From an optimization exercise on the open Yosys and OpenROAD flow, aimed at small area, a short achievable clock period and few clock cycles per item; shortcuts taken in it are not production practice.
Where RTL was checked, it was by simulation tests only, not by an equivalence proof against the original.
Only the layout flow was run in runs 1 and 4 to 8; the RTL was not checked for function there.
No activity file was given, so power comes from the tool's default toggle rates.

==> flow/design.v <==
module uecp_frame_dec (
    input  wire       clk,
    input  wire       rst,
    input  wire       in_valid,
    output wire       in_ready,
    input  wire [7:0] in_data,
    input  wire       in_last,
    output reg        res_valid,
    input  wire       res_ready,
    output reg  [2:0] res_status,
    output wire [9:0] res_site,
    output wire [5:0] res_enc,
    output wire [7:0] res_seq,
    output wire [7:0] res_mel,
    output wire [7:0] res_nelem
);
    localparam [2:0] ST_OK      = 3'd0;
    localparam [2:0] ST_UNKNOWN = 3'd1;
    localparam [2:0] ST_CRC     = 3'd2;
    localparam [2:0] ST_SHORT   = 3'd4;
    localparam [1:0] W_CODE  = 2'd0;   
    localparam [1:0] W_SKIPC = 2'd1;   
    localparam [1:0] W_SKIPL = 2'd2;   
    localparam [1:0] W_LEN   = 2'd3;   
    function [7:0] lut;
        input [7:0] b;
        input       off;
        reg c01, c02, c03, c07, c0A, c13, c1A, c16, c0D, c19, c1C, c2D, c17;
        begin
            c01 = off ? (b == 8'h04) : (b == 8'h01);
            c02 = off ? (b == 8'h05) : (b == 8'h02);
            c03 = off ? (b == 8'h06) : (b == 8'h03);
            c07 = off ? (b == 8'h0A) : (b == 8'h07);
            c0A = off ? (b == 8'h0D) : (b == 8'h0A);
            c13 = off ? (b == 8'h16) : (b == 8'h13);
            c1A = off ? (b == 8'h1D) : (b == 8'h1A);
            c16 = off ? (b == 8'h19) : (b == 8'h16);
            c0D = off ? (b == 8'h10) : (b == 8'h0D);
            c19 = off ? (b == 8'h1C) : (b == 8'h19);
            c1C = off ? (b == 8'h1F) : (b == 8'h1C);
            c2D = off ? (b == 8'h30) : (b == 8'h2D);
            c17 = off ? (b == 8'h1A) : (b == 8'h17);
            lut[7] = c16 | c19 | c1C;
            lut[6] = c01 | c02 | c03 | c07 | c0A | c13 | c1A | c16 | c0D |
                     c19 | c1C | c2D | c17;
            lut[5] = c2D | c17;
            lut[4] = c0A | c13 | c16;
            lut[3] = c02 | c0D;
            lut[2] = c01;
            lut[1] = c02 | c03 | c07 | c1A | c0A | c13;
            lut[0] = c03 | c07 | c1A | c16 | c19 | c1C;
        end
    endfunction
    function [15:0] crc_step;
        input [15:0] a_in;
        input [7:0]  c;
        reg   [15:0] a;
        begin
            a = {a_in[7:0], a_in[15:8]};
            a = a ^ {8'h00, c};
            a = a ^ {12'h000, a[7:4]};
            a = a ^ {a[3:0], 12'h000};
            a = a ^ {3'b000, a[7:0], 5'b00000};
            crc_step = a;
        end
    endfunction
    reg        rdy;           
    reg        stall;         
    reg        rv_n;          
    reg        first;         
    reg        esc;           
    reg  [7:0] u_r;           
    reg  [7:0] l_r;           
    reg        uz_r, u1_r;    
    reg        uv_r;          
    reg        end_r;         
    reg        endesc_r;      
    reg        rst_r;         
    reg        u_go, e_go;    
    assign in_ready = rdy;
    wire go     = !stall;
    wire accept = in_valid && go;
    wire mid    = !first && !in_last;
    always @(posedge clk) begin
        if (rst) begin
            first <= 1'b1;
            esc   <= 1'b0;
        end else if (accept) begin
            first <= in_last;
            esc   <= mid && !esc && (in_data == 8'hFD);
        end
    end
    always @(posedge clk)
        rst_r <= rst;
    wire uv_nx  = go ? (in_valid && mid && (esc || in_data != 8'hFD)) : uv_r;
    wire end_nx = go ? (in_valid && in_last) : end_r;
    wire rdy_nx;
    always @(posedge clk) begin
        if (rst) begin
            uv_r  <= 1'b0;
            end_r <= 1'b0;
            u_go  <= 1'b0;
            e_go  <= 1'b0;
        end else begin
            uv_r  <= uv_nx;
            end_r <= end_nx;
            u_go  <= rdy_nx && uv_nx;
            e_go  <= rdy_nx && end_nx;
        end
    end
    always @(posedge clk) begin
        if (go) begin
            u_r      <= esc ? (in_data + 8'hFD) : in_data;
            l_r      <= lut(in_data, esc);
            uz_r     <= esc ? (in_data == 8'h03) : (in_data == 8'h00);
            u1_r     <= esc ? (in_data == 8'h04) : (in_data == 8'h01);
            endesc_r <= esc;
        end
    end
    wire       lskip1 = l_r[7];
    wire       lv     = l_r[6];
    wire       llen   = l_r[5];
    wire       lskipl = l_r[4];
    wire [3:0] lskip  = l_r[3:0];
    reg [15:0] crc;
    reg        crc_ok;        
    reg  [2:0] ph;            
    reg        inb;           
    reg  [7:0] addr_hi, addr_lo, seq, mel, nelem;
    reg  [7:0] body_rem;
    reg  [1:0] wstate;
    reg        werr;
    reg  [7:0] skip;
    reg        skip1;         
    assign res_site  = {addr_hi, addr_lo[7:6]};
    assign res_enc   = addr_lo[5:0];
    assign res_seq   = seq;
    assign res_mel   = mel;
    assign res_nelem = nelem;
    reg [2:0] verdict;
    always @(*) begin
        if (endesc_r || ph < 3'd2)
            verdict = ST_SHORT;
        else if (!crc_ok)
            verdict = ST_CRC;
        else if (ph != 3'd6)
            verdict = ST_SHORT;
        else if (werr)
            verdict = ST_UNKNOWN;
        else if (wstate != W_CODE)
            verdict = ST_SHORT;
        else
            verdict = ST_OK;
    end
    wire ok  = !endesc_r && crc_ok && ph == 3'd6 && !werr && wstate == W_CODE;
    wire clr = e_go && !ok;
    wire res_valid_nx = (!rv_n && !res_ready) || e_go;
    wire item_nx      = go ? (in_valid && (!first || in_last)) : 1'b1;
    assign rdy_nx     = !(item_nx && res_valid_nx);
    always @(posedge clk) begin
        if (rst) begin
            res_valid <= 1'b0;
            rv_n      <= 1'b1;
            rdy       <= 1'b1;
            stall     <= 1'b0;
        end else begin
            res_valid <= res_valid_nx;
            rv_n      <= !res_valid_nx;
            rdy       <= rdy_nx;
            stall     <= !rdy_nx;
        end
    end
    always @(posedge clk)
        if (e_go)
            res_status <= verdict;
    wire [15:0] crc_nx = crc_step(crc, u_r);
    always @(posedge clk) begin
        if (rst_r || e_go) begin
            crc    <= 16'hFFFF;
            crc_ok <= 1'b0;
            ph     <= 3'd0;
            inb    <= 1'b0;
        end else if (u_go) begin
            crc    <= crc_nx;
            crc_ok <= (crc_nx == 16'h1D0F);
            if (!ph[2] || (ph == 3'd4 && !inb) || ph == 3'd5)
                ph <= ph + 3'd1;
            if (ph == 3'd3)
                inb <= !uz_r;
            else if (inb && body_rem == 8'd1)
                inb <= 1'b0;
        end
    end
    always @(posedge clk) begin
        if (u_go) begin
            if (ph == 3'd3)
                body_rem <= u_r;
            else
                body_rem <= body_rem - 8'd1;
        end
    end
    always @(posedge clk) begin
        if (clr) begin
            addr_hi <= 8'd0;
            addr_lo <= 8'd0;
            seq     <= 8'd0;
            mel     <= 8'd0;
        end else if (u_go && !ph[2]) begin
            addr_hi <= addr_lo;
            addr_lo <= seq;
            seq     <= mel;
            mel     <= u_r;
        end
    end
    wire b_go = u_go && inb && !werr;
    always @(posedge clk) begin
        if (clr || (u_go && ph == 3'd3))
            nelem <= 8'd0;
        else if (b_go && wstate == W_CODE && lv)
            nelem <= nelem + 8'd1;
    end
    always @(posedge clk) begin
        if (rst_r || e_go) begin
            wstate <= W_CODE;
            werr   <= 1'b0;
        end else if (b_go) begin
            case (wstate)
                W_CODE: begin
                    if (!lv)
                        werr <= 1'b1;
                    else if (llen)
                        wstate <= W_LEN;
                    else
                        wstate <= lskipl ? W_SKIPL : W_SKIPC;
                end
                W_SKIPC, W_SKIPL: begin
                    if (skip1)
                        wstate <= (wstate == W_SKIPL) ? W_LEN : W_CODE;
                end
                W_LEN: begin
                    if (!uz_r)
                        wstate <= W_SKIPC;
                    else
                        wstate <= W_CODE;
                end
            endcase
        end
    end
    always @(posedge clk) begin
        if (b_go) begin
            case (wstate)
                W_CODE:  begin skip <= {4'd0, lskip}; skip1 <= lskip1;         end
                W_LEN:   begin skip <= u_r;           skip1 <= u1_r;           end
                default: begin skip <= skip - 8'd1;   skip1 <= (skip == 8'd2); end
            endcase
        end
    end
endmodule
==> flow/flow/run.sh <==
#!/bin/bash
# Standard layout, with the I/O port buffers built from a small buffer cell
# instead of the delay cell buffer_ports picks on its own. Synthesis is the
# standard one (standard.sh synth), so the registers keep their names.
set -euo pipefail
bash standard.sh synth > synth.log 2>&1
bash standard.sh BUFFER_PORTS_ARGS="-buffer_cell sky130_fd_sc_hd__buf_2" finish > layout.log 2>&1
==> flow/standard.sh <==
#!/bin/bash
# synth_recipe.tcl (not shown) runs the flow's synth.tcl, then flattens the netlist and writes it again
# the make line also repeats each setting of config.mk as NAME=value (left out here)
make -C /OpenROAD-flow-scripts/flow DESIGN_CONFIG=/design/flow/config.mk WORK_HOME=/design/flow/orfs CLKGATE_MAP_FILE= SYNTH_SCRIPT=/design/flow/synth_recipe.tcl "${@:-finish}"
==> flow/config.mk <==
export PLATFORM = sky130hd
export DESIGN_NAME = uecp_frame_dec
export DESIGN_NICKNAME = uecp_frame_dec
export VERILOG_FILES = /design/flow/design.v
export SDC_FILE = /design/flow/constraint.sdc
export NUM_CORES = 4
export LEC_CHECK = 0
export CAP_MARGIN = 20
export CORE_MARGIN = 2
export CORE_UTILIZATION = 35
export SETUP_SLACK_MARGIN = 1.8
export SLEW_MARGIN = 20
==> flow/constraint.sdc <==
create_clock -name core_clock -period 3.5 [get_ports {clk}]
set_input_delay 0.7000 -clock core_clock [delete_from_list [all_inputs] [get_ports {clk}]]
set_output_delay 0.7000 -clock core_clock [all_outputs]
set_load 0.01 [all_outputs]
==> results of run 1 <==
tightest hold or removal path: stages (launching register included):
cell and delay (ns):
dfxtp_1 0.30, nand2_1 0.05, a21oi_1 0.05
sequential cells by signal (all words and copies together) (netlist names), 2 cells and up:
| signal | cells |
|---|---|
| l_r | 8 |
| wstate | 2 |
| mel | 8 |
| addr_hi | 8 |
| seq | 8 |
| u_r | 8 |
| res_status | 3 |
| skip | 8 |
| ph | 3 |
| crc | 16 |
| addr_lo | 8 |
| nelem | 8 |
| body_rem | 8 |
metrics by stage:
stage | utilization, % | setup WS (ns) | cells | cell area (µm²)
floorplan | - | 1.53 | 576 | 5420
global placement | 38.4 | 1.16 | 793 | 5800
detailed placement | 38.4 | 1.07 | 793 | 5800
CTS | 43.6 | 1.80 | 829 | 6570
global route | 45.7 | 1.78 | 851 | 6900
finish | 45.7 | 1.82 | 851 | 6900
final cells by class:
| class | count | share of cell area, % |
|---|---|---|
| clock buffers | 23 | 7.71 |
| clock inverters | 8 | 1.02 |
| inverters | 18 | 1.09 |
| multi-input cells | 416 | 40.2 |
| flip-flops and latches | 113 | 38.5 |
| well taps | 188 | 3.41 |
| repair buffers | 85 | 8.07 |
cells in the final DEF, fill, tap and decap left out, drive strengths merged, types with 8 or more instances in the layout:
cell type,synthesis,final
dfxtp,75,75
xnor2,31,31
a21oi,46,46
edfxtp,38,38
inv,18,19
buf,7,84
nand2b,9,9
nor4,8,8
nor3,9,9
o21ai,30,30
clkbuf,23,24
xor2,22,22
ha,17,17
nand2,117,117
nor2,48,48
final timing paths:
kind	slack [ns]	startpoint	endpoint	cells after the start
worst min-delay path	0.45	addr_hi[2]$_SDFFE_PP0P_	addr_hi[2]$_SDFFE_PP0P_	2
worst max register to register	1.85	esc$_SDFFE_PP0P_	l_r[6]$_DFFE_PN_	6
worst min register to register	0.45	addr_hi[2]$_SDFFE_PP0P_	addr_hi[2]$_SDFFE_PP0P_	2
worst max-delay path	1.82	in_data[4]	l_r[6]$_DFFE_PN_	8
per-layer routing:
layer | vias to the layer above | track usage, %
li1 | 2133 | -
met1 | 2044 | 19.9
met2 | 91 | 24.2
met3 | 20 | 4.51
met4 | 0 | 6.33
met5 | - | 0
cells by family after synthesis:
kind of cell / Yosys count
simple gates: 237
flops: 113
compound gates: 103
xor+xnor: 53
buf+inv: 48
fa+ha+maj: 17
mux: 5
power by group through the flow:
stage	sequential, µW	combinational [µW]	clock, µW
floorplan	1440	127	0
global placement	1440	175	0
detailed placement	1450	177	0
CTS	1420	197	1760
global route	1420	244	1820
finish	1420	223	1720
repair_timing:
| item | in CTS | in global routing |
|---|---|---|
| buffers inserted | 4 | 22 |
| hold buffers | 0 | 0 |
| pin swaps | 5 | 13 |
| gates resized for setup | 38 | 29 |
| endpoints found under the setup margin | 60 | 29 |
| endpoints found under the hold margin | 0 | 0 |
| gates cloned | 1 | 0 |
==> flow_summary.toml, run 1 <==
[run_status]
outcome = "finished clean"

[routing]
initialDrtViolationCount = 273
vias = 4288
wl_met3_um = 674
route.met2.wl_um = 5770
drtAntennaViolNets = 0
finalWirelength_um = 12300
drc = 0
route.top_layer_used = "met4"
firstDrtPassIters = 4
viasPerCell = 5.04
drt-met1-wl_um = 5610
post_drt_wl_per_cell_um = 14.4

[floorplan]
ios = 58
die_h_um = 128
fp.dieW_um = 128
initial_utilization_pct = 35.6
die_area_um2 = 16400
core_area_um2 = 15100
row_count = 45

[power]
leakagePower_uw = 0.00269
seqPwrFrac_pct = 42.1
power_density_nw_per_um2 = 487
p_switching_uw = 747
sw_frac_of_total_pct = 22.2
p_clk_share_pct = 51.2
vdd.ir_drop.worst_mv = 0.353
comb_power_share_pct = 6.6
power_uw = 3360
power.internal_uw = 2610

[setup_path]
critPathRequiredTime_ns = 3.65
critPathTopFamily = "buffers and inverters"
path_class = "in -> reg"
worstPathCellList = "buf_2 > nor4b_4 > buf_4 > buf_4 > o21ai_2 > o31ai_2 > nor4_2 > nand3b_1"
crit_buf_inv = 3
crit_top_cell = "buf_4"
cp-end-kind = "register"
cp_max_fo = 9
cpPeakStageDelay_ns = 0.22
slowest_stage = "nor4_2"
start_kind = "primary input"
worstPathArrival_ns = 1.83

[synth]
yosys.area_share.simple_pct = 21.4
yosysSeqAreaShare_pct = 49.2
synth_fa_ha_area_share_pct = 3.96
syn_inst = 576
ys.flop_type = "dfxtp_1"
synth-edff-count = 38
ys_seq_elements = 113
syn_area_per_cell_um2 = 9.33
synth_top_area_share_pct = 28.0
synth_top_family_by_area = "simple AND/OR/NAND/NOR gates"
ys_top_cells_by_count = "117 x nand2_1, 75 x dfxtp_1, 47 x nor2_1, 46 x a21oi_1, 38 x edfxtp_1"
muxShareOfSynthArea_pct = 0.955
yosysMostFrequentCell = "nand2_1"
synth.distinct_cells = 57
synthTopCellsByArea = "dfxtp_1 28%, edfxtp_1 21%, nand2_1 8.2%"
ys_warn_count = 1
synth_xor_area_share_pct = 9.48
synth-compound-area-share_pct = 11.4
postSynth.asyncResetShare_pct = 0
syn_nets = 606
netlist_area_um2 = 5370
synth_top_area_cell = "dfxtp_1"

[finish]
syn_to_final_growth_pct = 28.4
n_fill_cell = 1422
final_nets = 681
layout.area.seq_um2 = 2650
drive_gt1_share_pct = 25.8
multi_input_area_um2 = 2780
n_antenna_cell = 0

[global_routing]
grt_first_pass_wirelength_um = 19700
grt_use_total_pct = 15.4
antenna_found_initial = 0
grt_overflow = 0
grt_pass1_vias = 3925
grt_max_degree = 33

[cts]
htreeDepth = 4
numCtsBuffers = 17
cts_num_sinks = 113
clkTransAtPathRegs_ns = 0.05
cts_tree = "built"
clk_latency_ns = 0.41
ctsLongestPathBuffers = 2
root_buffer = "clkbuf_16"

[timing]
final.setup_skew_ns = 0.00741
rsz0062_at_grt = "true"
period_needed_ns = 1.68
setup_viol = 0
worst_slew_pin_slew_ns = 0.675
hold-worst-slack_ns = 0.450
finalHoldViolCount = 0
finalSetupTns_ns = 0
period_share_pct = 48.0
relSlewSlack_pct = 55.0
slew_viol_final = 0
max_freq_mhz = 596

[worst_hold_path]
min_path_type = "reg -> reg"

[place]
portBuffers = 57
place_congestion = 0.830
hpwlAfterDp_um = 8020

[run]
max_cap_violations = 0
==> inputs of run 2 (changes only) <==
--- a/flow/design.v
+++ b/flow/design.v
@@ -67,4 +67,2 @@
     reg        rdy;           
-    reg        stall;         
-    reg        rv_n;          
     reg        first;         
@@ -80,4 +78,3 @@
     assign in_ready = rdy;
-    wire go     = !stall;
-    wire accept = in_valid && go;
+    wire accept = in_valid && rdy;
     wire mid    = !first && !in_last;
@@ -94,4 +91,4 @@
         rst_r <= rst;
-    wire uv_nx  = go ? (in_valid && mid && (esc || in_data != 8'hFD)) : uv_r;
-    wire end_nx = go ? (in_valid && in_last) : end_r;
+    wire uv_nx  = rdy ? (in_valid && mid && (esc || in_data != 8'hFD)) : uv_r;
+    wire end_nx = rdy ? (in_valid && in_last) : end_r;
     wire rdy_nx;
@@ -111,3 +108,3 @@
     always @(posedge clk) begin
-        if (go) begin
+        if (rdy) begin
             u_r      <= esc ? (in_data + 8'hFD) : in_data;
@@ -156,4 +153,4 @@
     wire clr = e_go && !ok;
-    wire res_valid_nx = (!rv_n && !res_ready) || e_go;
-    wire item_nx      = go ? (in_valid && (!first || in_last)) : 1'b1;
+    wire res_valid_nx = (res_valid && !res_ready) || e_go;
+    wire item_nx      = rdy ? (in_valid && (!first || in_last)) : 1'b1;
     assign rdy_nx     = !(item_nx && res_valid_nx);
@@ -162,10 +159,6 @@
             res_valid <= 1'b0;
-            rv_n      <= 1'b1;
             rdy       <= 1'b1;
-            stall     <= 1'b0;
         end else begin
             res_valid <= res_valid_nx;
-            rv_n      <= !res_valid_nx;
             rdy       <= rdy_nx;
-            stall     <= !rdy_nx;
         end
==> flow/flow/run.sh (replaced) <==
#!/bin/bash
# Standard layout with two changes: the I/O port buffers are built from a
# small buffer cell (instead of the delay cell buffer_ports picks on its own),
# and clock tree synthesis inserts no dummy loads. Synthesis is the standard
# one (standard.sh synth), so the registers keep their names.
set -euo pipefail
bash standard.sh synth > synth.log 2>&1
bash standard.sh \
  BUFFER_PORTS_ARGS="-buffer_cell sky130_fd_sc_hd__buf_2" \
  CTS_ARGS="-sink_clustering_enable -repair_clock_nets -dont_use_dummy_load" \
  finish > layout.log 2>&1
--- a/flow/config.mk
+++ b/flow/config.mk
@@ -9,3 +9,3 @@
 export CORE_MARGIN = 2
-export CORE_UTILIZATION = 35
+export CORE_UTILIZATION = 40
 export SETUP_SLACK_MARGIN = 1.8
==> flow_summary.toml, run 2 <==
[finish]
regMostFlops = "crc"
drive_gt1_share_pct = 19.8
layout_common_cells = "118 x nand2_1, 71 x dfxtp_1, 52 x buf_2, 46 x a21oi_1"
instances_no_fill = 813
final_common_cell = "nand2_1"
final_nets = 669
n_fill_cell = 1266
largest_register_ffs = 16
syn_to_final_growth_pct = 18.8
final_area_um2 = 6360
n_antenna_cell = 0

[synth]
ys_seq_elements = 111
yosysSeqAreaShare_pct = 48.6
ys_top_cells_by_count = "122 x nand2_1, 73 x dfxtp_1, 49 x a21oi_1, 39 x nor2_1, 38 x edfxtp_1"
synth-compound-area-share_pct = 12.4
synth_fa_ha_area_share_pct = 3.97
yosys.area_share.simple_pct = 20.5
synth_top_area_cell = "dfxtp_1"
syn_inst = 584
yosysMostFrequentCell = "nand2_1"
muxShareOfSynthArea_pct = 1.52
synthTopCellsByArea = "dfxtp_1 27%, edfxtp_1 21%, nand2_1 8.6%"
synth_xor_area_share_pct = 9.35
ys.flop_type = "dfxtp_1"
syn_nets = 614
ys_warn_count = 1
synth_top_family_by_area = "simple AND/OR/NAND/NOR gates"
netlist_area_um2 = 5350
postSynth.asyncResetShare_pct = 0
synth.distinct_cells = 55
synth-edff-count = 38
syn_area_per_cell_um2 = 9.17
synth_top_area_share_pct = 27.3

[floorplan]
row_count = 42
ios = 58
die_area_um2 = 14300
core_area_um2 = 13100
fp.dieW_um = 120
die_h_um = 120
initial_utilization_pct = 40.7

[setup_path]
start_kind = "primary input"
r2r_end = "ph[2]$_SDFFE_PP0P_"
cp-startpoint = "in_data[2]"
worstPathCellList = "buf_4 > nand2b_4 > a21oi_4 > nand2_2 > or3_1 > xnor2_1"
timing.rr.start = "ph[1]$_SDFFE_PP0P_"
critPathRequiredTime_ns = 3.61
critPathTopFamily = "simple AND/OR/NAND/NOR gates"
worst-r2r-setup-slack_ns = 1.89
cp-end-kind = "register"
crit_path_end = "u_r[7]$_DFFE_PP_"
slowest_stage = "or3_1"
r2r_cells = 6
crit_buf_inv = 1
path_class = "in -> reg"
cp_max_fo = 18
cpPeakStageDelay_ns = 0.33
path_depth = 6
worstPathArrival_ns = 1.77

[global_routing]
antenna_found_initial = 0
grt_first_pass_wirelength_um = 18100
grt_use_total_pct = 15.9
grt_overflow = 0
grt_max_degree = 34
grt_pass1_vias = 3688

[power]
vdd.ir_drop.worst_mv = 0.248
power_uw = 2470
power_density_nw_per_um2 = 388
leakagePower_uw = 0.00247

[cts]
numCtsBuffers = 9
htreeDepth = 3
ctsLongestPathBuffers = 2
clk_latency_ns = 0.36
cts_tree = "built"
cts_num_sinks = 111
clkTransAtPathRegs_ns = 0.08
root_buffer = "clkbuf_16"

[timing]
period_share_pct = 47.4
rsz0062_at_grt = "true"
slew_viol_final = 0
relSlewSlack_pct = 58.6
setup_viol = 0
final.setup_skew_ns = 0.0258
worst_slew_pin_slew_ns = 0.619
finalHoldViolCount = 0
finalSetupTns_ns = 0
max_freq_mhz = 602
period_needed_ns = 1.66

[routing]
post_drt_wl_per_cell_um = 14.2
initialDrtViolationCount = 253
finalWirelength_um = 11600
firstDrtPassIters = 4
drtAntennaViolNets = 0
vias = 4177
drc = 0
viasPerCell = 5.14

[run_status]
outcome = "finished clean"

[place]
dp.cells = 795
place_area_um2 = 5850
portBuffers = 57
hpwlAfterDp_um = 8000
place_congestion = 0.843

[run]
max_cap_violations = 0

[worst_hold_path]
min_path_type = "reg -> reg"
[run 2: worst reg2reg max path, stage by stage, from the launching register on]
cell and delay, ns:
dfxtp_1 0.37, inv_1 0.10, ha_1 0.19, nor2b_1 0.13
o31ai_2 0.30, inv_1 0.11, a221oi_1 0.31
[run 2: how the worst min path moves through the flow]
stage / startpoint / to / slack, ns / cells past startpoint
after floorplan: end_r$_SDFF_PP0_ / end_r$_SDFF_PP0_ / 0.44 / 2
after global placement: addr_hi[4]$_SDFFE_PP0P_ / addr_hi[4]$_SDFFE_PP0P_ / 0.44 / 2
after detailed placement: addr_hi[4]$_SDFFE_PP0P_ / addr_hi[4]$_SDFFE_PP0P_ / 0.44 / 2
after CTS: addr_hi[0]$_SDFFE_PP0P_ / addr_hi[0]$_SDFFE_PP0P_ / 0.45 / 2
after global routing: addr_hi[0]$_SDFFE_PP0P_ / addr_hi[0]$_SDFFE_PP0P_ / 0.47 / 2
final: addr_hi[4]$_SDFFE_PP0P_ / addr_hi[4]$_SDFFE_PP0P_ / 0.45 / 2
[run 2: kinds of logic (layout without fill, tap and decap cells)]
family,after synthesis,count (layout)
AO/OA/AOI/OAI,111,111
XOR/XNOR,52,52
adder cells (fa/ha/maj),17,17
buffers and inverters,50,103
flip-flops,111,111
multiplexers,8,8
AND/OR/NAND/NOR,235,235
[run 2: repair_timing]
action                                  in CTS  in global routing
gates resized for setup                     22                 27
buffers inserted                             1                  7
cloned                                       0                  1
endpoints found under the setup margin      50                 24
pin swaps                                    0                  4
hold buffers                                 0                  0
[run 2: area by class of cell]
class / count / area, µm² / area share [%]
multi-input combinational: 423 / 2740 / 43.2
sequential: 111 / 2610 / 41.0
timing repair buffer: 71 / 473 / 7.44
clock buffer: 9 / 225 / 3.54
tap: 176 / 220 / 3.46
inverter: 23 / 86.3 / 1.36
[run 2: layer usage]
metal / up-vias / share of wire [%] / track usage (%)
met5: - / 0 / 0
met4: 0 / 1.7 / 6.10
met3: 13 / 3.1 / 2.85
met2: 77 / 49 / 25.9
met1: 1980 / 47 / 21.1
li1: 2107 / - / -
[run 2: through the flow]
stage	utilization [%]	setup WS (ns)	hold WS, ns
final	48.4	1.84	0.451
after global routing	48.4	1.77	0.470
after CTS	46.9	1.78	0.455
after detailed placement	44.5	1.30	0.445
after global placement	44.5	1.32	0.438
after floorplan	-	1.62	0.441
[run 2: power breakdown]
| group | switching (µW) | total, µW | internal [µW] |
|---|---|---|---|
| sequential | 31.4 | 1390 | 1360 |
| combinational | 121 | 215 | 93.7 |
| clock | 410 | 865 | 455 |
| total | 562 | 2470 | 1910 |
Testbench counts of run 2, summed over its fixed seeds: cycles 39,233, frames 384.
==> inputs of run 3 (changes only) <==
--- a/flow/flow/run.sh
+++ b/flow/flow/run.sh
@@ -9,3 +9,3 @@
   BUFFER_PORTS_ARGS="-buffer_cell sky130_fd_sc_hd__buf_2" \
-  CTS_ARGS="-sink_clustering_enable -repair_clock_nets -dont_use_dummy_load" \
+  CTS_ARGS="-sink_clustering_enable -repair_clock_nets -dont_use_dummy_load -sink_clustering_size 30 -sink_clustering_max_diameter 100" \
   finish > layout.log 2>&1
==> flow_summary.toml, run 3 <==
[synth]
synthTopCellsByArea = "dfxtp_1 27%, edfxtp_1 21%, nand2_1 8.6%"
synth_top_area_cell = "dfxtp_1"
synth-edff-count = 38
ys_seq_elements = 111
syn_inst = 584
yosysSeqAreaShare_pct = 48.6
syn_area_per_cell_um2 = 9.17
postSynth.asyncResetShare_pct = 0
syn_nets = 614
netlist_area_um2 = 5350
synth_top_area_share_pct = 27.3
ys_top_cells_by_count = "122 x nand2_1, 73 x dfxtp_1, 49 x a21oi_1, 39 x nor2_1, 38 x edfxtp_1"
ys.flop_type = "dfxtp_1"
ys_warn_count = 1
yosysMostFrequentCell = "nand2_1"
synth.distinct_cells = 55

[place]
post-place-ws_ns = 1.30
place_area_um2 = 5850
portBuffers = 57
place_congestion = 0.843
hpwlAfterDp_um = 8000

[routing]
drtAntennaViolNets = 0
finalWirelength_um = 11600
initialDrtViolationCount = 253
firstDrtPassIters = 4
post_drt_wl_per_cell_um = 14.2
drc = 0
vias = 4177
viasPerCell = 5.14

[finish]
largest_register_ffs = 16
layout_common_cells = "118 x nand2_1, 71 x dfxtp_1, 52 x buf_2, 46 x a21oi_1"
final_nets = 669
n_antenna_cell = 0
final_area_um2 = 6360
drive_gt1_share_pct = 19.8
regMostFlops = "crc"
syn_to_final_growth_pct = 18.8
final_common_cell = "nand2_1"

[global_routing]
antenna_found_initial = 0
grt_busiest_layer = "met2"
grt_pass1_vias = 3688
grt_overflow = 0
met3_usage_pct = 2.85
grt_use_total_pct = 15.9
grt_util_met1_pct = 21.1
grt_max_degree = 34
grt_first_pass_wirelength_um = 18100
grtUsageMet2_pct = 25.9

[timing]
finalSetupTns_ns = 0
max_freq_mhz = 602
fin_ws_ns = 1.84
period_share_pct = 47.4
hold-worst-slack_ns = 0.451
setup_viol = 0
finalHoldViolCount = 0
final.setup_skew_ns = 0.0258
worst_slew_pin_slew_ns = 0.619
relSlewSlack_pct = 58.6
period_needed_ns = 1.66
slew_viol_final = 0
rsz0062_at_grt = "true"

[cts]
numCtsBuffers = 9
htreeDepth = 3
cts_num_sinks = 111
root_buffer = "clkbuf_16"
clk_latency_ns = 0.36
cts_tree = "built"
ctsLongestPathBuffers = 2
clkTransAtPathRegs_ns = 0.08

[power]
p_clk_share_pct = 35.0
p_switching_uw = 562
power.internal_uw = 1910
leakagePower_uw = 0.00247
sw_frac_of_total_pct = 22.8
comb_power_share_pct = 8.7
vdd.ir_drop.worst_mv = 0.248
seqPwrFrac_pct = 56.3
power_density_nw_per_um2 = 388

[setup_path]
worst-r2r-setup-slack_ns = 1.89
worstPathArrival_ns = 1.77
start_kind = "primary input"
cp-end-kind = "register"
r2r_cells = 6
cp_max_fo = 18
timing.rr.start = "ph[1]$_SDFFE_PP0P_"
critPathRequiredTime_ns = 3.61
r2r_end = "ph[2]$_SDFFE_PP0P_"
path_class = "in -> reg"

[floorplan]
core_area_um2 = 13100
die_area_um2 = 14300
ios = 58
die_h_um = 120
fp.dieW_um = 120
initial_utilization_pct = 40.7
row_count = 42

[worst_hold_path]
worstHoldPathCells = 2
min_from = "addr_hi[4]$_SDFFE_PP0P_"
min_to = "addr_hi[4]$_SDFFE_PP0P_"
min_path_type = "reg -> reg"

[run_status]
outcome = "finished clean"

[run]
max_cap_violations = 0
[run 3: worst max-delay path: stages]
cell	delay (ns)
buf_4	0.18
nand2b_4	0.20
a21oi_4	0.16
nand2_2	0.08
or3_1	0.33
xnor2_1	0.13
[run 3: cell families after synthesis]
logic type               Yosys count  share of synthesized area (%)
flip-flops                       111                           48.6
XOR/XNOR                          52                           9.35
AND/OR/NAND/NOR                  235                           20.5
buffers and inverters             50                           3.67
multiplexers                       8                           1.52
adder cells (fa/ha/maj)           17                           3.97
AO/OA/AOI/OAI                    111                           12.4
[run 3: timing repair]
| item | CTS | global route |
|---|---|---|
| pin swaps | 0 | 4 |
| resized for setup | 22 | 27 |
| endpoints found under the setup margin | 50 | 24 |
| buffers inserted | 1 | 7 |
| cloned | 0 | 1 |
| hold buffers | 0 | 0 |
[run 3: power groups by stage]
stage	Sequential, µW	Combinational (µW)	Clock [µW]
3_5_place_dp	1420	195	0
6_report	1390	215	865
3_3_place_gp	1420	192	0
5_1_grt	1390	236	947
2_1_floorplan	1410	136	0
4_1_cts	1390	200	891
[run 3: stage by stage]
step	std cells	total power (µW)	util [%]
2_1_floorplan	584	1550	-
3_3_place_gp	795	1610	44.5
3_5_place_dp	795	1610	44.5
4_1_cts	805	2480	46.9
5_1_grt	813	2570	48.4
6_report	813	2470	48.4
[run 3: area by class of cell]
class	count	area (µm²)
fill	1266	6780
multi-input combinational	423	2740
sequential	111	2610
timing repair buffer	71	473
clock buffer	9	225
tap	176	220
inverter	23	86.3
[run 3: how the worst max path moves through the flow]
stage	slack [ns]	from	cells after the start	end
floorplan	1.62	in_data[2]	6	u_r[7]$_DFFE_PP_
global placement	1.32	in_data[0]	8	l_r[6]$_DFFE_PP_
detailed placement	1.30	in_data[0]	8	l_r[6]$_DFFE_PP_
CTS	1.78	u_go$_SDFF_PP0_	6	nelem[7]$_SDFFE_PP0P_
global route	1.77	skip[2]$_DFFE_PP_	5	skip[7]$_DFFE_PP_
finish	1.84	in_data[2]	6	u_r[7]$_DFFE_PP_
[run 3: per-layer routing]
metal / vias up / share of wire [%] / wire, µm
li1: 2107 / - / -
met1: 1980 / 47 / 5380
met2: 77 / 49 / 5620
met3: 13 / 3.1 / 359
met4: 0 / 1.7 / 202
met5: - / 0 / 0
==> inputs of run 4 (changes only) <==
--- a/flow/design.v
+++ b/flow/design.v
@@ -24,3 +24,3 @@
     localparam [1:0] W_LEN   = 2'd3;   
-    function [7:0] lut;
+    function [6:0] lut;
         input [7:0] b;
@@ -42,3 +42,2 @@
             c17 = off ? (b == 8'h1A) : (b == 8'h17);
-            lut[7] = c16 | c19 | c1C;
             lut[6] = c01 | c02 | c03 | c07 | c0A | c13 | c1A | c16 | c0D |
@@ -70,7 +69,6 @@
     reg  [7:0] u_r;           
-    reg  [7:0] l_r;           
-    reg        uz_r, u1_r;    
+    reg  [6:0] l_r;           
+    reg        uz_r;          
     reg        uv_r;          
     reg        end_r;         
-    reg        endesc_r;      
     reg        rst_r;         
@@ -86,3 +84,4 @@
             first <= in_last;
-            esc   <= mid && !esc && (in_data == 8'hFD);
+            if (!in_last)
+                esc <= !first && !esc && (in_data == 8'hFD);
         end
@@ -112,7 +111,4 @@
             uz_r     <= esc ? (in_data == 8'h03) : (in_data == 8'h00);
-            u1_r     <= esc ? (in_data == 8'h04) : (in_data == 8'h01);
-            endesc_r <= esc;
-        end
-    end
-    wire       lskip1 = l_r[7];
+        end
+    end
     wire       lv     = l_r[6];
@@ -138,3 +134,3 @@
     always @(*) begin
-        if (endesc_r || ph < 3'd2)
+        if (esc || ph < 3'd2)
             verdict = ST_SHORT;
@@ -151,3 +147,3 @@
     end
-    wire ok  = !endesc_r && crc_ok && ph == 3'd6 && !werr && wstate == W_CODE;
+    wire ok  = !esc && crc_ok && ph == 3'd6 && !werr && wstate == W_CODE;
     wire clr = e_go && !ok;
@@ -244,4 +240,4 @@
             case (wstate)
-                W_CODE:  begin skip <= {4'd0, lskip}; skip1 <= lskip1;         end
-                W_LEN:   begin skip <= u_r;           skip1 <= u1_r;           end
+                W_CODE:  begin skip <= {4'd0, lskip}; skip1 <= (lskip == 4'd1);       end
+                W_LEN:   begin skip <= u_r;           skip1 <= (u_r == 8'd1);       end
                 default: begin skip <= skip - 8'd1;   skip1 <= (skip == 8'd2); end
==> flow/flow/run.sh (replaced) <==
#!/bin/bash
# Standard layout, with the I/O port buffers built from a small buffer cell
# instead of the delay cell buffer_ports picks on its own. Synthesis is the
# standard one (standard.sh synth), so the registers keep their names.
set -euo pipefail
bash standard.sh synth > synth.log 2>&1
bash standard.sh BUFFER_PORTS_ARGS="-buffer_cell sky130_fd_sc_hd__buf_2" finish > layout.log 2>&1
==> flow_summary.toml, run 4 <==
[global_routing]
grt_use_total_pct = 16.4
grt_overflow = 0
grt_max_degree = 48
grt_first_pass_wirelength_um = 18800
grt_pass1_vias = 3831
antenna_found_initial = 0

[finish]
regMostFlops = "crc"
final_nets = 681
n_fill_cell = 1266
drive_gt1_share_pct = 20.9
syn_to_final_growth_pct = 22.3
instances_no_fill = 828
post-route-util_pct = 50.6
largest_register_ffs = 16
layout_common_cells = "129 x nand2_1, 69 x dfxtp_1, 53 x buf_2, 52 x a21oi_1, 36 x edfxtp_1"
final_common_cell = "nand2_1"
multi_input_area_um2 = 2790
layout.area.seq_um2 = 2550
n_antenna_cell = 0

[place]
dp.cells = 797
portBuffers = 57
place_congestion = 0.913
hpwlAfterDp_um = 7620

[routing]
initialDrtViolationCount = 258
viasPerCell = 5.12
drtAntennaViolNets = 0
firstDrtPassIters = 5
vias = 4237
post_drt_wl_per_cell_um = 14.3
drc = 0
finalWirelength_um = 11900

[synth]
ys.flop_type = "dfxtp_1"
postSynth.asyncResetShare_pct = 0
ys_seq_elements = 109
synth.distinct_cells = 45
ys_warn_count = 1
netlist_area_um2 = 5260
syn_nets = 627
ys_top_cells_by_count = "131 x nand2_1, 73 x dfxtp_1, 52 x a21oi_1, 36 x edfxtp_1, 34 x o21ai_0"
yosysSeqAreaShare_pct = 48.3
synthTopCellsByArea = "dfxtp_1 28%, edfxtp_1 21%, nand2_1 9.3%"
synth_top_area_cell = "dfxtp_1"
syn_area_per_cell_um2 = 8.81
syn_inst = 597
synth_top_area_share_pct = 27.8
yosysMostFrequentCell = "nand2_1"
synth-edff-count = 36

[timing]
period_needed_ns = 1.94
relSlewSlack_pct = 59.4
max_freq_mhz = 514
final.setup_skew_ns = 0.00571
setup_viol = 0
worst_slew_pin_slew_ns = 0.607
finalHoldViolCount = 0
finalSetupTns_ns = 0
period_share_pct = 55.5
rsz0062_at_grt = "true"
slew_viol_final = 0

[run]
max_cap_violations = 0

[cts]
clkTransAtPathRegs_ns = 0.07
root_buffer = "clkbuf_16"
cts_num_sinks = 109
cts_tree = "built"
numCtsBuffers = 9
htreeDepth = 3
cts_hold_buf = 0
ctsLongestPathBuffers = 2
clk_latency_ns = 0.35

[setup_path]
cp-end-kind = "register"
crit_buf_inv = 1
worstPathCellList = "buf_6 > ha_2 > nand2b_1 > o22ai_1 > o21ai_1 > a21oi_1 > or4_1"
critPathTopFamily = "simple AND/OR/NAND/NOR gates"
worstPathArrival_ns = 2.03
path_class = "in -> reg"
r2r_end = "l_r[6]$_DFFE_PP_"
cpPeakStageDelay_ns = 0.50
worst-r2r-setup-slack_ns = 1.67
start_kind = "primary input"
timing.rr.start = "esc$_SDFFE_PP0P_"
r2r_cells = 5
cp_max_fo = 9
slowest_stage = "or4_1"
critPathRequiredTime_ns = 3.59

[floorplan]
ios = 58
initial_utilization_pct = 41.4
row_count = 41
fp.dieW_um = 119
die_h_um = 119
die_area_um2 = 14100
core_area_um2 = 12700

[power]
leakagePower_uw = 0.00245
sw_frac_of_total_pct = 24.7
seqPwrFrac_pct = 53.3
p_clk_share_pct = 37.6
comb_power_share_pct = 9.0
p_switching_uw = 630
power_density_nw_per_um2 = 396
power.internal_uw = 1920
vdd.ir_drop.worst_mv = 0.232
power_uw = 2550

[run_status]
outcome = "finished clean"

[worst_hold_path]
min_from = "addr_hi[1]$_SDFFE_PP0P_"
min_to = "addr_hi[1]$_SDFFE_PP0P_"
worstHoldPathCells = 2
min_path_type = "reg -> reg"
==> run 4: cell count changes in the layout (fill, tap and decap cells not counted), moves of 4 or more <==
cell,before,now
nand2_1,118,129
xnor2_1,32,22
nor2_1,38,30
nand2b_1,8,15
a21oi_1,46,52
nand4_1,1,7
o21ai_0,23,29
o21ai_1,1,7
xor2_1,13,19
inv_1,19,14
a211o_1,4,0
==> run 4: timing repair <==
action / CTS / global route
setup buffers: 5 / 8
hold endpoints to repair: 0 / 0
setup endpoints to repair: 58 / 27
pin swaps: 8 / 17
cloned: 1 / 1
gates resized for setup: 31 / 37
==> run 4: layer usage <==
layer | vias up | track usage [%] | routed length [µm]
met5 | - | 0 | 0
met2 | 101 | 25.6 | 5670
met4 | 0 | 7.22 | 209
met3 | 18 | 2.65 | 452
li1 | 2142 | - | -
met1 | 1976 | 22.3 | 5550
==> run 4: how the worst max path moves through the flow <==
stage / startpoint / end / slack (ns) / cells past startpoint
detailed placement: in_data[1] / l_r[6]$_DFFE_PP_ / 1.01 / 9
floorplan: in_data[0] / l_r[6]$_DFFE_PP_ / 1.33 / 9
global placement: in_data[1] / l_r[6]$_DFFE_PP_ / 1.07 / 9
CTS: in_data[1] / l_r[6]$_DFFE_PP_ / 1.50 / 9
global route: in_data[0] / l_r[6]$_DFFE_PP_ / 1.47 / 8
finish: in_data[0] / l_r[6]$_DFFE_PP_ / 1.56 / 7
==> run 4: logic make-up after synthesis <==
family,Yosys count,synth area share (%)
AND/OR/NAND/NOR,252,22.4
XOR/XNOR,51,8.63
flip-flops,109,48.3
buffers and inverters,51,3.69
multiplexers,8,1.55
AO/OA/AOI/OAI,109,11.4
adder cells (fa/ha/maj),17,4.04
==> run 4: layout make-up <==
cell class | count | share of cell area, %
Clock buffer | 9 | 3.50
Clock inverter | 7 | 0.758
Inverter | 17 | 1.03
Multi-Input combinational cell | 437 | 43.3
Sequential cell | 109 | 39.6
Tap cell | 172 | 3.34
Timing Repair Buffer | 77 | 8.46
==> run 4: power by group through the flow <==
stage	Clock (µW)	Sequential, µW	Combinational, µW
3_5_place_dp	0	1390	180
3_3_place_gp	0	1390	178
5_1_grt	1040	1360	252
4_1_cts	987	1360	203
2_1_floorplan	0	1390	128
6_report	960	1360	231
==> run 4: worst reg2reg max path, cell delays in order (launching register included) <==
cell and delay (ns):
dfxtp_4 0.50, nand2b_1 0.28, nor3_1 0.07, o21ai_1 0.14, a21oi_1 0.09, or4_1 0.50
==> run 4: per-stage QoR <==
stage	instance area, µm²	setup WS [ns]	hold slack [ns]
floorplan	5330	1.33	0.436
global placement	5700	1.07	0.438
detailed placement	5700	1.01	0.443
CTS	6200	1.50	0.453
global route	6430	1.47	0.467
finish	6430	1.56	0.449
==> inputs of run 5 (changes only) <==
--- a/flow/config.mk
+++ b/flow/config.mk
@@ -10,3 +10,3 @@
 export CORE_UTILIZATION = 40
-export SETUP_SLACK_MARGIN = 1.8
+export SETUP_SLACK_MARGIN = 1.75
 export SLEW_MARGIN = 20
==> flow_summary.toml, run 5 <==
[routing]
drc = 0
vias = 4229
drtAntennaViolNets = 0
viasPerCell = 5.06
firstDrtPassIters = 5
finalWirelength_um = 11600
initialDrtViolationCount = 252
post_drt_wl_per_cell_um = 13.9

[timing]
period_needed_ns = 1.86
setup_viol = 0
hold-worst-slack_ns = 0.452
rsz0062_at_grt = "true"
worst_slew_pin_slew_ns = 0.608
finalSetupTns_ns = 0
finalHoldViolCount = 0
relSlewSlack_pct = 59.3
max_freq_mhz = 537
period_share_pct = 53.2
slew_viol_final = 0
final.setup_skew_ns = 0.00614

[floorplan]
core_area_um2 = 12700
die_h_um = 119
fp.dieW_um = 119
row_count = 41
ios = 58
die_area_um2 = 14100
initial_utilization_pct = 41.4

[global_routing]
grt_use_total_pct = 16.2
antenna_found_initial = 0
grt_first_pass_wirelength_um = 18700
grt_pass1_vias = 3908
grt_max_degree = 43
grt_overflow = 0

[synth]
syn_inst = 597
syn_nets = 627
netlist_area_um2 = 5260
postSynth.asyncResetShare_pct = 0
syn_area_per_cell_um2 = 8.81
synth-edff-count = 36
synth.distinct_cells = 45
synth_top_area_share_pct = 27.8
yosysSeqAreaShare_pct = 48.3
synth_top_area_cell = "dfxtp_1"
synthTopCellsByArea = "dfxtp_1 28%, edfxtp_1 21%, nand2_1 9.3%"
ys_seq_elements = 109
yosysMostFrequentCell = "nand2_1"
ys_top_cells_by_count = "131 x nand2_1, 73 x dfxtp_1, 52 x a21oi_1, 36 x edfxtp_1, 34 x o21ai_0"
ys.flop_type = "dfxtp_1"
ys_warn_count = 1

[power]
vdd.ir_drop.worst_mv = 0.257
power_density_nw_per_um2 = 404
leakagePower_uw = 0.00249

[setup_path]
worstPathCellList = "buf_2 > nor3b_1 > and3_1 > o21ai_1 > nand3_1 > or4_1"
slowest_stage = "or4_1"
critPathRequiredTime_ns = 3.59
path_class = "in -> reg"
cpPeakStageDelay_ns = 0.39
cp_max_fo = 20
start_kind = "primary input"
cp-end-kind = "register"
worstPathArrival_ns = 1.96

[finish]
n_antenna_cell = 0
regMostFlops = "crc"
final_nets = 688
final_common_cell = "nand2_1"
largest_register_ffs = 16
syn_to_final_growth_pct = 23.9
drive_gt1_share_pct = 21.3
post-route-util_pct = 51.2
layout_common_cells = "129 x nand2_1, 70 x dfxtp_1, 53 x buf_2, 51 x a21oi_1, 36 x edfxtp_1"
final_area_um2 = 6520

[place]
place_congestion = 0.905
portBuffers = 57
place_area_um2 = 5690
hpwlAfterDp_um = 7640

[cts]
cts_tree = "built"
cts_hold_buf = 0
cts_num_sinks = 109
clkTransAtPathRegs_ns = 0.07
htreeDepth = 3
ctsLongestPathBuffers = 2
numCtsBuffers = 9
root_buffer = "clkbuf_16"
clk_latency_ns = 0.35

[worst_hold_path]
min_path_type = "reg -> reg"

[run_status]
outcome = "finished clean"

[run]
max_cap_violations = 0
==> run 5: cell type report <==
| class | count | area, µm² |
|---|---|---|
| Multi-Input combinational cell | 437 | 2770 |
| Fill cell | 1215 | 6200 |
| Timing Repair Buffer | 84 | 596 |
| Inverter | 17 | 68.8 |
| Clock buffer | 12 | 278 |
| Sequential cell | 109 | 2550 |
| Tap cell | 172 | 215 |
| Clock inverter | 4 | 33.8 |
==> run 5: per-stage QoR <==
stage,std cells,total power [µW],worst slack (ns)
3_5_place_dp,797,1570,1.03
2_1_floorplan,597,1510,1.33
3_3_place_gp,797,1570,1.07
5_1_grt,835,2750,1.55
4_1_cts,820,2640,1.62
6_report,835,2640,1.64
==> run 5: worst paths after layout <==
kind	startpoint	to	slack, ns	cells past startpoint
hold reg to reg	addr_hi[5]$_SDFFE_PP0P_	addr_hi[5]$_SDFFE_PP0P_	0.45	2
setup reg to reg	esc$_SDFFE_PP0P_	l_r[6]$_DFFE_PP_	1.74	5
setup / recovery	in_data[4]	l_r[6]$_DFFE_PP_	1.64	6
hold / removal	addr_hi[5]$_SDFFE_PP0P_	addr_hi[5]$_SDFFE_PP0P_	0.45	2
==> run 5: critical path, delay by kind of cell <==
family	cells	cell delay (ns)
AND/OR/NAND/NOR	4	0.86
buffers and inverters	1	0.21
AO/OA/AOI/OAI	1	0.17
==> run 5: where the power goes <==
group	total (µW)	switching, µW	internal [µW]
combinational	234	128	105
clock	1050	472	573
sequential	1360	28.3	1330
==> run 5: logic make-up (layout without fill, tap and decap cells) <==
family	count (synthesis)	in the layout	share of synthesized area, %
AO/OA/AOI/OAI	109	109	11.4
multiplexers	8	8	1.55
flip-flops	109	109	48.3
buffers and inverters	51	117	3.69
XOR/XNOR	51	51	8.63
adder cells (fa/ha/maj)	17	17	4.04
AND/OR/NAND/NOR	252	252	22.4
==> run 5: what timing repair did <==
item	4_1_cts	5_1_grt
setup endpoints to repair	26	52
pin swaps	8	8
cloned	0	2
gates resized for setup	41	25
setup buffers	7	13
==> run 5: metal layers <==
layer,track usage [%],vias to the layer above,share of wire [%]
met5,0,-,0
met4,6.55,0,1.7
met3,2.65,14,3.4
met2,26.8,77,48
met1,21.0,1981,47
li1,-,2157,-
==> inputs of run 6 (changes only) <==
--- a/flow/design.v
+++ b/flow/design.v
@@ -121,3 +121,4 @@
     reg        inb;           
-    reg  [7:0] addr_hi, addr_lo, seq, mel, nelem;
+    reg  [7:0] addr_hi, addr_lo, seq, mel;
+    reg  [6:0] nelem;         
     reg  [7:0] body_rem;
@@ -131,3 +132,3 @@
     assign res_mel   = mel;
-    assign res_nelem = nelem;
+    assign res_nelem = {1'b0, nelem};
     reg [2:0] verdict;
@@ -206,5 +207,5 @@
         if (clr || (u_go && ph == 3'd3))
-            nelem <= 8'd0;
+            nelem <= 7'd0;
         else if (b_go && wstate == W_CODE && lv)
-            nelem <= nelem + 8'd1;
+            nelem <= nelem + 7'd1;
     end
--- a/flow/config.mk
+++ b/flow/config.mk
@@ -10,3 +10,3 @@
 export CORE_UTILIZATION = 40
-export SETUP_SLACK_MARGIN = 1.75
+export SETUP_SLACK_MARGIN = 1.8
 export SLEW_MARGIN = 20
==> flow_summary.toml, run 6 <==
[finish]
layout.area.seq_um2 = 2530
layout_common_cells = "129 x nand2_1, 68 x dfxtp_1, 51 x a21oi_1, 49 x buf_2, 36 x edfxtp_1"
n_fill_cell = 1185
final_nets = 686
syn_to_final_growth_pct = 26.6
multi_input_area_um2 = 2840
final_common_cell = "nand2_1"
regMostFlops = "crc"
n_antenna_cell = 0
largest_register_ffs = 16
drive_gt1_share_pct = 27.1

[worst_hold_path]
min_to = "addr_hi[0]$_SDFFE_PP0P_"
worstHoldPathCells = 2
min_from = "addr_hi[0]$_SDFFE_PP0P_"
min_path_type = "reg -> reg"

[setup_path]
critPathRequiredTime_ns = 3.71
start_kind = "primary input"
timing.rr.start = "u_r[4]$_DFFE_PP_"
cp_max_fo = 7
worstPathArrival_ns = 1.95
r2r_end = "crc_ok$_SDFFE_PP0P_"
r2r_cells = 6
path_class = "in -> reg"
worst-r2r-setup-slack_ns = 1.81
cp-end-kind = "register"

[synth]
ys.flop_type = "dfxtp_1"
synth_top_area_share_pct = 27.3
synth_top_area_cell = "dfxtp_1"
syn_area_per_cell_um2 = 9.07
yosysSeqAreaShare_pct = 47.7
syn_nets = 613
postSynth.asyncResetShare_pct = 0
ys_seq_elements = 108
synthTopCellsByArea = "dfxtp_1 27%, edfxtp_1 20%, nand2_1 9.3%"
synth-edff-count = 36
netlist_area_um2 = 5290
yosysMostFrequentCell = "nand2_1"
synth.distinct_cells = 59
ys_warn_count = 1
syn_inst = 583
ys_top_cells_by_count = "131 x nand2_1, 72 x dfxtp_1, 53 x a21oi_1, 36 x edfxtp_1, 31 x xnor2_1"

[global_routing]
grt_use_total_pct = 17.6
grt_first_pass_wirelength_um = 19800
grt_pass1_vias = 3911
grt_overflow = 0
antenna_found_initial = 0
grt_max_degree = 34

[timing]
period_needed_ns = 1.73
finalSetupTns_ns = 0
fin_ws_ns = 1.77
rsz0062_at_grt = "true"
worst_slew_pin_slew_ns = 0.581
hold-worst-slack_ns = 0.452
period_share_pct = 49.5
final.setup_skew_ns = 0.0124
max_freq_mhz = 577
slew_viol_final = 0
relSlewSlack_pct = 61.1
setup_viol = 0
finalHoldViolCount = 0

[place]
portBuffers = 56
post-place-ws_ns = 1.28
place_congestion = 0.866
hpwlAfterDp_um = 7840

[floorplan]
die_h_um = 119
initial_utilization_pct = 40.4
die_area_um2 = 14200
core_area_um2 = 13100
ios = 58
fp.dieW_um = 119
row_count = 42

[run]
max_cap_violations = 0

[cts]
cts_hold_buf = 0
htreeDepth = 3
numCtsBuffers = 9
cts_num_sinks = 108
ctsLongestPathBuffers = 2
clkTransAtPathRegs_ns = 0.07
cts_tree = "built"
clk_latency_ns = 0.35
root_buffer = "clkbuf_16"

[routing]
finalWirelength_um = 12600
drtAntennaViolNets = 0
post_drt_wl_per_cell_um = 15.0
firstDrtPassIters = 4
viasPerCell = 5.07
drc = 0
initialDrtViolationCount = 329
vias = 4245

[power]
vdd.ir_drop.worst_mv = 0.251
leakagePower_uw = 0.00254
power_density_nw_per_um2 = 399

[run_status]
outcome = "finished clean"
[run 6: worst max-delay path by stage]
stage	startpoint	end	slack (ns)
2_1_floorplan	in_data[4]	l_r[6]$_DFFE_PP_	1.43
3_3_place_gp	in_data[0]	l_r[1]$_DFFE_PP_	1.31
3_5_place_dp	in_data[0]	l_r[6]$_DFFE_PP_	1.28
4_1_cts	in_data[7]	l_r[6]$_DFFE_PP_	1.78
5_1_grt	in_data[0]	l_r[6]$_DFFE_PP_	1.69
6_report	in_data[6]	l_r[6]$_DFFE_PP_	1.77
[run 6: cell type report]
cell class / instances / share of cell area (%)
multi-input combinational: 426 / 42.4
sequential: 108 / 37.9
timing repair buffer: 93 / 10.4
clock buffer: 9 / 3.37
tap: 176 / 3.29
clock inverter: 7 / 1.36
inverter: 18 / 1.25
[run 6: power breakdown]
part / total (µW) / switching, µW / internal [µW] / leakage, µW
Combinational: 252 / 140 / 113 / 0.00144
Sequential: 1340 / 27.5 / 1320 / 0.000941
Clock: 1070 / 498 / 576 / 0.000158
Total: 2670 / 666 / 2010 / 0.00254
[run 6: cells by family (layout without fill, tap and decap cells)]
family	after synthesis	count (layout)	share of synthesized area [%]
other	1	1	0.0709
adders and majority gates	17	17	4.02
DFF	108	108	47.7
buffers and inverters	49	127	4.50
AOI/OAI and AO/OA	109	109	11.9
xor gates and xnor gates	52	52	9.33
muxes	5	5	0.970
and+or+nand+nor	242	242	21.5
[run 6: critical path, stage by stage]
cell	delay, ns
buf_8	0.11
or4_4	0.61
o21ai_2	0.18
a21oi_2	0.06
o22ai_2	0.18
nand3b_1	0.12
[run 6: metrics by stage]
| stage | cells | area, µm² | total power (µW) | utilization [%] |
|---|---|---|---|---|
| 6_report | 837 | 6690 | 2670 | 51.1 |
| 5_1_grt | 837 | 6690 | 2780 | 51.1 |
| 4_1_cts | 819 | 6370 | 2660 | 48.7 |
| 3_5_place_dp | 788 | 5710 | 1560 | 43.6 |
| 3_3_place_gp | 788 | 5710 | 1560 | 43.6 |
| 2_1_floorplan | 583 | 5350 | 1500 | - |
[run 6: metal layers]
layer / track usage [%] / vias up / wire length, µm
met5: 0 / - / 0
met4: 5.28 / 0 / 134
met3: 3.88 / 10 / 384
li1: - / 2142 / -
met1: 23.2 / 2017 / 5610
met2: 28.8 / 76 / 6430
[run 6: what timing repair did]
action                                  in CTS  in global routing
pin swaps                                    9                 21
resized for setup                           42                 35
cloned                                       1                  1
endpoints found under the setup margin      56                 52
setup buffers                               14                 17
==> inputs of run 7 (changes only) <==
--- a/flow/design.v
+++ b/flow/design.v
@@ -208,4 +208,4 @@
             nelem <= 7'd0;
-        else if (b_go && wstate == W_CODE && lv)
-            nelem <= nelem + 7'd1;
+        else if (b_go && ((wstate == W_SKIPC && skip1) || (wstate == W_LEN && uz_r)))
+            nelem <= nelem + 7'd1;        
     end
==> flow_summary.toml, run 7 <==
[run]
max_cap_violations = 0

[timing]
final.setup_skew_ns = 0.0119
rsz0062_at_grt = "true"
finalSetupTns_ns = 0
setup_viol = 0
slew_viol_final = 0
max_freq_mhz = 586
fin_ws_ns = 1.79
period_needed_ns = 1.71
period_share_pct = 48.8
finalHoldViolCount = 0

[cts]
numCtsBuffers = 9
cts_hold_buf = 0
root_buffer = "clkbuf_16"
clkTransAtPathRegs_ns = 0.07
ctsLongestPathBuffers = 2
clk_latency_ns = 0.35
cts_num_sinks = 108
cts_tree = "built"
htreeDepth = 3

[power]
power_density_nw_per_um2 = 395
vdd.ir_drop.worst_mv = 0.248
leakagePower_uw = 0.00255

[setup_path]
slowest_stage = "edfxtp_1"
path_class = "reg -> reg"
worstPathArrival_ns = 1.95
cp_max_fo = 5
cp-end-kind = "register"
worstPathCellList = "xnor2_4 > xor2_4 > mux2i_1 > o22ai_1 > a31o_1"
start_kind = "register"
cpPeakStageDelay_ns = 0.52
critPathRequiredTime_ns = 3.74

[synth]
syn_inst = 579
postSynth.asyncResetShare_pct = 0
netlist_area_um2 = 5230
ys_seq_elements = 108
synth.distinct_cells = 48
yosysMostFrequentCell = "nand2_1"
syn_area_per_cell_um2 = 9.04
yosysSeqAreaShare_pct = 48.2
synthTopCellsByArea = "dfxtp_1 28%, edfxtp_1 21%, nand2_1 8.4%"
synth_top_area_cell = "dfxtp_1"
syn_nets = 610
synth_top_area_share_pct = 27.5
ys_warn_count = 1
synth-edff-count = 36
ys_top_cells_by_count = "117 x nand2_1, 72 x dfxtp_1, 55 x a21oi_1, 36 x edfxtp_1, 34 x nor2_1"
ys.flop_type = "dfxtp_1"

[routing]
initialDrtViolationCount = 237
post_drt_wl_per_cell_um = 14.6
firstDrtPassIters = 4
drc = 0
finalWirelength_um = 12000
drtAntennaViolNets = 0
vias = 4146
viasPerCell = 5.05

[finish]
instances_no_fill = 821
drive_gt1_share_pct = 23.7
n_antenna_cell = 0
largest_register_ffs = 16
syn_to_final_growth_pct = 26.3
layout_common_cells = "115 x nand2_1, 68 x dfxtp_1, 54 x a21oi_1, 48 x buf_2, 36 x edfxtp_1"
final_nets = 675
final_common_cell = "nand2_1"
regMostFlops = "crc"

[floorplan]
row_count = 41
initial_utilization_pct = 41.3
fp.dieW_um = 118
ios = 58
die_area_um2 = 14000
die_h_um = 118
core_area_um2 = 12700

[place]
dp.cells = 784
post-place-ws_ns = 1.29
place_congestion = 0.854
hpwlAfterDp_um = 7960
portBuffers = 56

[global_routing]
grt_use_total_pct = 16.8
grt_max_degree = 46
antenna_found_initial = 0
grt_first_pass_wirelength_um = 19100
grt_overflow = 0
grt_pass1_vias = 3896

[worst_hold_path]
min_path_type = "reg -> reg"

[run_status]
outcome = "finished clean"
run 7: worst max-delay path, delay by kind of cell (launching register included):
| family | cells | cell delay [ns] |
|---|---|---|
| flip-flops | 1 | 0.52 |
| XOR/XNOR | 2 | 0.52 |
| AO/OA/AOI/OAI | 2 | 0.33 |
| multiplexers | 1 | 0.23 |
run 7: per-stage QoR:
stage | total power, µW | hold WS (ns) | util (%) | instance area [µm²]
2_1_floorplan | 1500 | 0.441 | - | 5310
3_3_place_gp | 1550 | 0.438 | 45.1 | 5710
3_5_place_dp | 1560 | 0.444 | 45.1 | 5710
4_1_cts | 2600 | 0.455 | 49.5 | 6270
5_1_grt | 2710 | 0.474 | 52.2 | 6610
6_report | 2610 | 0.451 | 52.2 | 6610
run 7: final cells by class:
type	count	area (µm²)
Clock inverter	6	72.6
Inverter	20	77.6
Timing Repair Buffer	83	602
Tap cell	172	215
Clock buffer	10	229
Sequential cell	108	2530
Fill cell	1199	6060
Multi-Input combinational cell	422	2880
run 7: path summary, 6_finish.rpt:
check | end | depth (start not counted) | from | slack (ns)
max | crc_ok$_SDFFE_PP0P_ | 5 | u_r[2]$_DFFE_PP_ | 1.79
min | addr_hi[4]$_SDFFE_PP0P_ | 2 | addr_hi[4]$_SDFFE_PP0P_ | 0.45
max reg2reg | crc_ok$_SDFFE_PP0P_ | 5 | u_r[2]$_DFFE_PP_ | 1.79
min reg2reg | addr_hi[4]$_SDFFE_PP0P_ | 2 | addr_hi[4]$_SDFFE_PP0P_ | 0.45
run 7: cell families (layout without fill, tap and decap cells):
group	count (synthesis)	after routing	share of synthesized area (%)
simple gates	237	237	21.5
fa+ha+maj	18	18	4.30
other cells	1	1	0.0717
compound gates	104	104	11.3
buf+inv	49	119	3.59
mux	12	12	2.34
xor+xnor	50	50	8.66
flops	108	108	48.2
run 7: metal layers:
metal	wire length, µm	vias to the layer above	track usage [%]	share of wire (%)
met3	324	18	2.32	2.7
met2	5810	66	28.6	49
met5	0	-	0	0
met1	5540	1951	21.1	46
met4	288	0	7.51	2.4
li1	-	2111	-	-
run 7: timing repair:
action	4_1_cts	5_1_grt
pin swaps	3	19
buffers inserted	4	15
gates resized for setup	38	50
cloned	1	1
setup endpoints to repair	59	58
run 7: power breakdown:
group	leakage, µW	switching [µW]	total [µW]	internal [µW]
Combinational	0.00146	130	244	114
Clock	0.000149	459	1020	563
Sequential	0.000940	29.1	1350	1320
Total	0.00255	618	2610	1990
==> inputs of run 8 (changes only) <==
--- a/flow/design.v
+++ b/flow/design.v
@@ -24,3 +24,3 @@
     localparam [1:0] W_LEN   = 2'd3;   
-    function [6:0] lut;
+    function [2:0] lut;
         input [7:0] b;
@@ -42,10 +42,17 @@
             c17 = off ? (b == 8'h1A) : (b == 8'h17);
-            lut[6] = c01 | c02 | c03 | c07 | c0A | c13 | c1A | c16 | c0D |
+            lut[2] = c01 | c02 | c03 | c07 | c0A | c13 | c1A | c16 | c0D |
                      c19 | c1C | c2D | c17;
-            lut[5] = c2D | c17;
-            lut[4] = c0A | c13 | c16;
-            lut[3] = c02 | c0D;
-            lut[2] = c01;
-            lut[1] = c02 | c03 | c07 | c1A | c0A | c13;
-            lut[0] = c03 | c07 | c1A | c16 | c19 | c1C;
+            lut[1] = c2D | c17;
+            lut[0] = c0A | c13 | c16;
+        end
+    endfunction
+    function [3:0] lskip_of;
+        input [7:0] b;
+        begin
+            lskip_of = {b == 8'h02 || b == 8'h0D,
+                        b == 8'h01,
+                        b == 8'h02 || b == 8'h03 || b == 8'h07 || b == 8'h1A ||
+                        b == 8'h0A || b == 8'h13,
+                        b == 8'h03 || b == 8'h07 || b == 8'h1A || b == 8'h16 ||
+                        b == 8'h19 || b == 8'h1C};
         end
@@ -69,3 +76,3 @@
     reg  [7:0] u_r;           
-    reg  [6:0] l_r;           
+    reg  [2:0] l_r;           
     reg        uz_r;          
@@ -113,6 +120,6 @@
     end
-    wire       lv     = l_r[6];
-    wire       llen   = l_r[5];
-    wire       lskipl = l_r[4];
-    wire [3:0] lskip  = l_r[3:0];
+    wire       lv     = l_r[2];
+    wire       llen   = l_r[1];
+    wire       lskipl = l_r[0];
+    wire [3:0] lskip  = lskip_of(u_r);
     reg [15:0] crc;
@@ -121,4 +128,3 @@
     reg        inb;           
-    reg  [7:0] addr_hi, addr_lo, seq, mel;
-    reg  [6:0] nelem;         
+    reg  [7:0] addr_hi, addr_lo, seq, mel, nelem;
     reg  [7:0] body_rem;
@@ -132,3 +138,3 @@
     assign res_mel   = mel;
-    assign res_nelem = {1'b0, nelem};
+    assign res_nelem = nelem;
     reg [2:0] verdict;
@@ -207,5 +213,5 @@
         if (clr || (u_go && ph == 3'd3))
-            nelem <= 7'd0;
-        else if (b_go && ((wstate == W_SKIPC && skip1) || (wstate == W_LEN && uz_r)))
-            nelem <= nelem + 7'd1;        
+            nelem <= 8'd0;
+        else if (b_go && wstate == W_CODE && lv)
+            nelem <= nelem + 8'd1;
     end
==> flow_summary.toml, run 8 <==
[run]
max_cap_violations = 0

[place]
portBuffers = 57
place_area_um2 = 5610
place_congestion = 0.865

[finish]
regMostFlops = "crc"
largest_register_ffs = 16
final_nets = 691
drive_gt1_share_pct = 23.0
layout_common_cells = "125 x nand2_1, 68 x dfxtp_1, 56 x a21oi_1, 53 x buf_2, 35 x nor2_1"
n_fill_cell = 1180
n_antenna_cell = 0
final_common_cell = "nand2_1"
final_area_um2 = 6410

[timing]
final.setup_skew_ns = 0.0112
period_share_pct = 50.9
rsz0062_at_grt = "true"
slew_viol_final = 0
finalHoldViolCount = 0
max_freq_mhz = 561

[synth]
synthTopCellsByArea = "dfxtp_1 28%, edfxtp_1 18%, nand2_1 9.1%"
syn_area_per_cell_um2 = 8.72
syn_nets = 626
yosysSeqAreaShare_pct = 46.6
syn_inst = 596
ys_seq_elements = 105
netlist_area_um2 = 5200
ys_warn_count = 1
synth_top_area_share_pct = 28.1
synth.distinct_cells = 52
synth-edff-count = 32
yosysMostFrequentCell = "nand2_1"
ys_top_cells_by_count = "126 x nand2_1, 73 x dfxtp_1, 58 x a21oi_1, 36 x nor2_1, 32 x edfxtp_1"
postSynth.asyncResetShare_pct = 0

[floorplan]
die_area_um2 = 13900
ios = 58
fp.dieW_um = 118
die_h_um = 118
initial_utilization_pct = 41.0
row_count = 41
core_area_um2 = 12700

[setup_path]
worstPathCellList = "buf_12 > inv_8 > buf_4 > ha_1 > nand2_1 > o21ai_0 > nand3_1 > a21oi_1 > or3_1"
cpPeakStageDelay_ns = 0.38
slowest_stage = "or3_1"
path_class = "in -> reg"
cp_max_fo = 5
start_kind = "primary input"
critPathRequiredTime_ns = 3.58
worstPathArrival_ns = 1.87
cp-end-kind = "register"

[global_routing]
met3_usage_pct = 3.49
grt_overflow = 0
grtUsageMet2_pct = 28.2
grt_busiest_layer = "met2"
grt_pass1_vias = 3921

[power]
power_uw = 2570
power_density_nw_per_um2 = 400
leakagePower_uw = 0.00248

[cts]
cts_hold_buf = 0
clkTransAtPathRegs_ns = 0.07
clk_latency_ns = 0.35
numCtsBuffers = 9
root_buffer = "clkbuf_16"
cts_num_sinks = 105

[routing]
vias = 4257
post_drt_wl_per_cell_um = 14.6
drc = 0
finalWirelength_um = 12200
viasPerCell = 5.08
initialDrtViolationCount = 191

[run_status]
outcome = "finished clean"

[worst_hold_path]
min_path_type = "reg -> reg"
## run 8: cell types whose count changed after synthesis, moves of 4 or more
cell      change
a32oi_1       -5
xnor2_1       -4
nor4_1        -6
nand4_1       +5
edfxtp_1      -4
or2_1         +5
or3_1         +4
xnor2_2       +4
nand2_1       +9
buf_2         +6
## run 8: report_power, final
part	switching, µW	leakage, µW	internal [µW]	total, µW
Clock	466	0.000149	533	998
Sequential	24.3	0.000891	1280	1300
Combinational	146	0.00144	120	266
## run 8: cells by family (layout without fill, tap and decap cells)
| group | Yosys count | count (layout) | synth area share (%) |
|---|---|---|---|
| compound gates | 111 | 111 | 12.3 |
| xor+xnor | 50 | 50 | 9.01 |
| flops | 105 | 105 | 46.6 |
| buf+inv | 56 | 126 | 4.21 |
| simple gates | 249 | 249 | 22.2 |
| fa+ha+maj | 17 | 17 | 4.09 |
| mux | 8 | 8 | 1.54 |
## run 8: routing by layer
| metal | share of wire, % | wire length [µm] | up-vias |
|---|---|---|---|
| met4 | 1.2 | 143 | 0 |
| met1 | 47 | 5700 | 2020 |
| met5 | 0 | 0 | - |
| li1 | - | - | 2161 |
| met3 | 3.4 | 413 | 8 |
| met2 | 49 | 5950 | 68 |
## run 8: final timing paths
path	startpoint	endpoint	slack (ns)	cells after the start
max	in_data[0]	l_r[2]$_DFFE_PP_	1.72	9
min	addr_hi[4]$_SDFFE_PP0P_	addr_hi[4]$_SDFFE_PP0P_	0.46	2
max reg2reg	u_r[7]$_DFFE_PP_	crc_ok$_SDFFE_PP0P_	1.80	6
min reg2reg	addr_hi[4]$_SDFFE_PP0P_	addr_hi[4]$_SDFFE_PP0P_	0.46	2
## run 8: worst max-delay path, delay by kind of cell
family | cells | cell delay (ns)
and+or+nand+nor | 3 | 0.55
buffers and inverters | 3 | 0.25
adders and majority gates | 1 | 0.22
AOI/OAI and AO/OA | 2 | 0.14
## run 8: cell type report
class,instances,area [µm²],area share [%]
clock buffer,11,253,3.94
clock inverter,5,43.8,0.683
inverter,19,78.8,1.23
multi-input combinational,435,2780,43.4
sequential,105,2430,38.0
tap,172,215,3.36
timing repair buffer,91,602,9.39
## run 8: repair_timing
item	in CTS	in global routing
pin swaps	9	5
endpoints found under the setup margin	62	59
buffers inserted	26	5
gates resized for setup	34	24
## run 8: metrics by stage
step,setup WS (ns),hold WS (ns),std cells,utilization [%]
after CTS,1.72,0.464,833,49.4
after global placement,1.30,0.442,791,44.3
after global routing,1.65,0.483,838,50.6
after floorplan,1.50,0.441,596,-
after detailed placement,1.21,0.451,791,44.3
final,1.72,0.460,838,50.6
